Context: an optimization exercise on an open-source flow, tuned for small area, a short achievable clock period and few clock cycles per item. The choices shown serve that exercise and are no tape-out recipe. The RTL was checked by simulation tests, not by an equivalence proof against the original design. Power and IR drop assume default switching activity.

## tundra
==> flow/design.v (excerpt) <==
module dds_freq_scaler (
    input  wire        clk,
    input  wire        rst,                 
    input  wire        in_valid,
    output wire        in_ready,
    input  wire [47:0] in_q,
    input  wire [31:0] in_ref,
    output wire        out_valid,
    input  wire        out_ready,
    output wire [27:0] out_word,
    output reg  [1:0]  out_err
);
    reg  [4:0]  cnt;                        
    reg         ldv;                        
    reg         fin;                        
    reg         wt;                         
    reg         outv;                       
    reg         inr;                        
    reg  [31:0] r;                          
    reg  [32:0] rem;                        
    reg         rem_sg;                     
    reg  [28:0] sr;                         
    reg         xr;                         
    reg         bad;                        
    wire        sub   = ~rem[32];
    wire        sub_h = ~rem_sg;
    wire [32:0] t     = {rem[31:0], xr};
    wire [32:0] a_b   = {{17{sub_h}}, {16{sub}}} ^ {1'b0, r};
    wire [32:0] a_p   = t ^ a_b;
    wire [32:0] a_g   = {t[32:1] & a_b[32:1], (t[0] & a_b[0]) | (a_p[0] & sub)};
    wire [33:0] a_c;
    assign a_c[0] = sub;
    wire a_G0_1 = a_g[1] | (a_p[1] & a_g[0]);
    wire a_G0_3 = a_g[3] | (a_p[3] & a_g[2]);
    wire a_P0_3 = a_p[3] & a_p[2];
  ...
==> flow/config.mk <==
export PLATFORM = sky130hd
export DESIGN_NAME = dds_freq_scaler
export DESIGN_NICKNAME = dds_freq_scaler
export VERILOG_FILES = /design/flow/design.v
export SDC_FILE = /design/flow/constraint.sdc
export NUM_CORES = 4
export LEC_CHECK = 0
export CAP_MARGIN = 20
export CORE_MARGIN = 2
export CORE_UTILIZATION = 50
export CTS_BUF_LIST = sky130_fd_sc_hd__clkbuf_4 sky130_fd_sc_hd__clkbuf_8
export SLEW_MARGIN = 20
==> flow/constraint.sdc <==
create_clock -name core_clock -period 10.0 [get_ports {clk}]
set_input_delay 2.0000 -clock core_clock [delete_from_list [all_inputs] [get_ports {clk}]]
set_output_delay 2.0000 -clock core_clock [all_outputs]
set_load 0.01 [all_outputs]
standard.sh (not shown) runs the stock make flow with config.mk's settings and CLKGATE_MAP_FILE= SYNTH_SCRIPT=/design/flow/synth_recipe.tcl, a recipe that flattens the netlist after the stock synthesis.
==> flow/flow/run.sh <==
#!/bin/bash
# Standard ORFS layout (the standard.sh), with two flow knobs changed:
#  - port buffers are buf_1 cells instead of the resizer's default pick;
set -euo pipefail
export BUFFER_PORTS_ARGS="-buffer_cell sky130_fd_sc_hd__buf_1"
export SETUP_SLACK_MARGIN="${SETUP_SLACK_MARGIN_OVERRIDE:-6.9}"
bash standard.sh > standard_flow.log 2>&1
tundra went all the way through the flow, and no timing, DRC or antenna check failed.
Testbench counts of tundra, summed over its fixed seeds: cycles 69,998, items 2,400.
### tundra -> indigo
- CORE_UTILIZATION changed from 50 to 60
==> comparison <==
Relative to tundra, growth of design area from synthesis to finish has decreased by 0.25 points in indigo.
Compared tundra against indigo; share of the clock period used by the worst path after layout within noise.
Re sequential fraction of the synthesis area: no difference whatsoever between tundra and indigo.
## Diff of input files: zinc against indigo
--- a/flow/flow/run.sh
+++ b/flow/flow/run.sh
@@ -5,3 +5,3 @@
 export BUFFER_PORTS_ARGS="-buffer_cell sky130_fd_sc_hd__buf_1"
-export SETUP_SLACK_MARGIN="${SETUP_SLACK_MARGIN_OVERRIDE:-6.9}"
+export SETUP_SLACK_MARGIN="${SETUP_SLACK_MARGIN_OVERRIDE:-6.95}"
 bash standard.sh > standard_flow.log 2>&1
==> notes.md <==
- Total global routing track utilization: zinc vs indigo — no meaningful difference
- zinc vs. indigo: core utilization rose by 2.2 points; final cell count without fillers went up 8; proportion of layout cells with a drive suffix above 1 grew by 4.7 points.
- Summary: with indigo as the reference, count of plain and timing-repair buffers in zinc moved up by a few percent.
- Comparing combinational logic power for indigo and zinc, the smaller number came from indigo.
- The sequential cell area share of zinc falls short of that of indigo by 0.84 points.

## build 59
Another version of the RTL of dds_freq_scaler (not shown whole).
Size in the first run: roughly 110 flip-flops, roughly 5600 µm² of cells after synthesis.
// dds_freq_scaler
module dds_freq_scaler (
    input  wire        clk,
    input  wire        rst,                 
    input  wire        in_valid,
    output wire        in_ready,
    input  wire [47:0] in_q,
    input  wire [31:0] in_ref,
    output wire        out_valid,
    input  wire        out_ready,
    output wire [27:0] out_word,
    output reg  [1:0]  out_err
);
    reg         idle;                       
    reg         busy;                       
    reg         fin;                        
    reg         outv;                       
    reg  [4:0]  cnt;
    reg  [31:0] r;                          
    reg  [32:0] rem;                        
    reg         rem_sg;                     
    reg  [28:0] sr;                         
    reg         bad;                        
    wire        sub   = ~rem[32];
    wire        sub_h = ~rem_sg;
    wire [32:0] t     = {rem[31:0], sr[28]};
    wire [32:0] a_b   = {{17{sub_h}}, {16{sub}}} ^ {1'b0, r};
    wire [32:0] a_p   = t ^ a_b;
    wire [32:0] a_g   = {t[32:1] & a_b[32:1], (t[0] & a_b[0]) | (a_p[0] & sub)};
    wire [33:0] a_c;
    assign a_c[0] = sub;
    wire a_G0_1 = a_g[1] | (a_p[1] & a_g[0]);
    wire a_G0_3 = a_g[3] | (a_p[3] & a_g[2]);
    wire a_P0_3 = a_p[3] & a_p[2];
    wire a_G0_5 = a_g[5] | (a_p[5] & a_g[4]);
    wire a_P0_5 = a_p[5] & a_p[4];
    wire a_G0_7 = a_g[7] | (a_p[7] & a_g[6]);
    wire a_P0_7 = a_p[7] & a_p[6];
    wire a_G0_9 = a_g[9] | (a_p[9] & a_g[8]);
    wire a_P0_9 = a_p[9] & a_p[8];
    wire a_G0_11 = a_g[11] | (a_p[11] & a_g[10]);
    wire a_P0_11 = a_p[11] & a_p[10];
    wire a_G0_13 = a_g[13] | (a_p[13] & a_g[12]);
    wire a_P0_13 = a_p[13] & a_p[12];
    wire a_G0_15 = a_g[15] | (a_p[15] & a_g[14]);
    wire a_P0_15 = a_p[15] & a_p[14];
    wire a_G0_17 = a_g[17] | (a_p[17] & a_g[16]);
    wire a_P0_17 = a_p[17] & a_p[16];
    wire a_G0_19 = a_g[19] | (a_p[19] & a_g[18]);
  ...
Settings: LEC_CHECK=0, CAP_MARGIN=20, CORE_MARGIN=2, CORE_UTILIZATION=60, CTS_BUF_LIST=sky130_fd_sc_hd__clkbuf_8 sky130_fd_sc_hd__clkbuf_16, CTS_CLUSTER_DIAMETER=200, CTS_CLUSTER_SIZE=40, SLEW_MARGIN=20; clock period 10.0 ns.
==> flow/flow/run.sh <==
#!/bin/bash
# Standard ORFS layout (the standard.sh), with two flow knobs changed:
#  - port buffers are buf_1 cells instead of the resizer's default pick;
set -euo pipefail
export BUFFER_PORTS_ARGS="-buffer_cell sky130_fd_sc_hd__buf_1"
export SETUP_SLACK_MARGIN="${SETUP_SLACK_MARGIN_OVERRIDE:-6.8}"
bash standard.sh > standard_flow.log 2>&1
Build 59: no failed stages, no open violations at the end
Testbench counts of build 59, summed over its fixed seeds: cycles 77,100, items 2,400.
> inputs changed (build 59 -> build 34)
# build 59
export LEC_CHECK = 0
export CAP_MARGIN = 20
export CORE_MARGIN = 2
export CORE_UTILIZATION = 60
export CTS_BUF_LIST = sky130_fd_sc_hd__clkbuf_8 sky130_fd_sc_hd__clkbuf_16
export CTS_CLUSTER_DIAMETER = 200
export CTS_CLUSTER_SIZE = 40
export SLEW_MARGIN = 20
create_clock -name core_clock -period 10.0 [get_ports {clk}]
# build 34
export LEC_CHECK = 0
export CAP_MARGIN = 20
export CORE_MARGIN = 2
export CORE_UTILIZATION = 60
export CTS_BUF_LIST = sky130_fd_sc_hd__clkbuf_4 sky130_fd_sc_hd__clkbuf_8
export SLEW_MARGIN = 20
create_clock -name core_clock -period 10.0 [get_ports {clk}]
[summary]
On worst-skew pair later-pin latency, build 59 tracks build 34 almost exactly. Per the comparison of build 34 with build 59, count of vias placed by the detailed router barely changed; routed wire length held steady; final design area excluding fillers closely matched the old numbers; transition time of the tightest slew-check pin barely changed. Final core utilization essentially unchanged between build 34 and build 59. Setup slack after layout essentially unchanged between build 59 and build 34.
Edits applied to the flow inputs when going from build 34 to build 2:
# build 34
export LEC_CHECK = 0
export CAP_MARGIN = 20
export CORE_MARGIN = 2
export CORE_UTILIZATION = 60
export CTS_BUF_LIST = sky130_fd_sc_hd__clkbuf_4 sky130_fd_sc_hd__clkbuf_8
export SLEW_MARGIN = 20
create_clock -name core_clock -period 10.0 [get_ports {clk}]
# build 2
export LEC_CHECK = 0
export CAP_MARGIN = 20
export CORE_MARGIN = 2
export CORE_UTILIZATION = 50
export CTS_BUF_LIST = sky130_fd_sc_hd__clkbuf_4 sky130_fd_sc_hd__clkbuf_8
export SLEW_MARGIN = 20
create_clock -name core_clock -period 10.0 [get_ports {clk}]
diff --git a/flow/flow/run.sh b/flow/flow/run.sh
--- a/flow/flow/run.sh
+++ b/flow/flow/run.sh
@@ -6 +6 @@
-export SETUP_SLACK_MARGIN="${SETUP_SLACK_MARGIN_OVERRIDE:-6.8}"
+export SETUP_SLACK_MARGIN="${SETUP_SLACK_MARGIN_OVERRIDE:-6.9}"
--- outcome ---
- Diff build 34 -> build 2 | die area | increase of 19%
- Build 2 vs build 34 on layout overhead on the synthesized area: build 2 is the higher one.
- Power: build 2 draws more than build 34
- Sort build 34 and build 2 by final critical-path required period, ascending, and build 2 comes first.
- Clock share of power (lower): build 2
Relative to build 2, the following input files were edited for build 6:
# build 2
export LEC_CHECK = 0
export CAP_MARGIN = 20
export CORE_MARGIN = 2
export CORE_UTILIZATION = 50
export CTS_BUF_LIST = sky130_fd_sc_hd__clkbuf_4 sky130_fd_sc_hd__clkbuf_8
export SLEW_MARGIN = 20
create_clock -name core_clock -period 10.0 [get_ports {clk}]
# build 6
export LEC_CHECK = 0
export CAP_MARGIN = 20
export CORE_MARGIN = 2
export CORE_UTILIZATION = 60
export CTS_BUF_LIST = sky130_fd_sc_hd__clkbuf_4 sky130_fd_sc_hd__clkbuf_8
export SLEW_MARGIN = 20
create_clock -name core_clock -period 10.0 [get_ports {clk}]
## What came out
- Build 6 vs build 2 — combined global-route utilization of all metal layers rose 3.1 points.
- On number of global-route vias before repair, build 2 and build 6 are basically level.
- Between build 6 and build 2, the worst-margin pin slew does not differ in any meaningful way.
- On first-iteration DRC count: build 6 sits below build 2.
- Build 6 has met3 routed wirelength below what build 2 had.
- Going from build 2 to build 6, the initial core utilization was found to have gone up by 9.7 points.
- Compared with build 2, build 6 shows a routability congestion estimate that is 0.0091 lower.
- Overall power of the completed layout | build 6 below build 2

static timing again, ports no longer ideal:
How much do the figures lean on ideal ports? The routed layouts below were timed once more, with nothing changed but the port constraints. Step 1 assumes that a clkbuf_16 drives the clock port and a buf_2 every other input. Step 2, shift: input delay + t, output delay - t, t = (earliest + latest rising clock arrival at the registers) / 2. This alone moves slack from input paths to output paths. a / b / c = ideal / step 1 / step 2; a / b = the first two.
run	t (ns)	slack for setup (ns)	slew at the worst register clock pin (ns)	worst data-port slew with drivers (ns)	cell pins on the clock port's net
tundra	0.427	6.941 / 6.906 / 6.699	0.10 / 0.10	0.03	1
indigo	0.417	6.952 / 6.918 / 6.678	0.10 / 0.10	0.03	1
zinc	0.418	7.009 / 6.976 / 6.674	0.10 / 0.10	0.04	1
build 59	0.406	6.918 / 6.900 / 6.918	0.11 / 0.11	0.04	1
build 34	0.411	6.918 / 6.895 / 6.918	0.11 / 0.11	0.04	1
build 2	0.409	6.977 / 6.944 / 7.074	0.10 / 0.10	0.04	1
build 6	0.407	6.948 / 6.916 / 6.995	0.11 / 0.11	0.04	1
After both steps setup and hold are still met in every run listed. For zinc, which loses most, drivers alone change the setup slack by -0.033 ns; drivers and shift together by -0.335 ns.
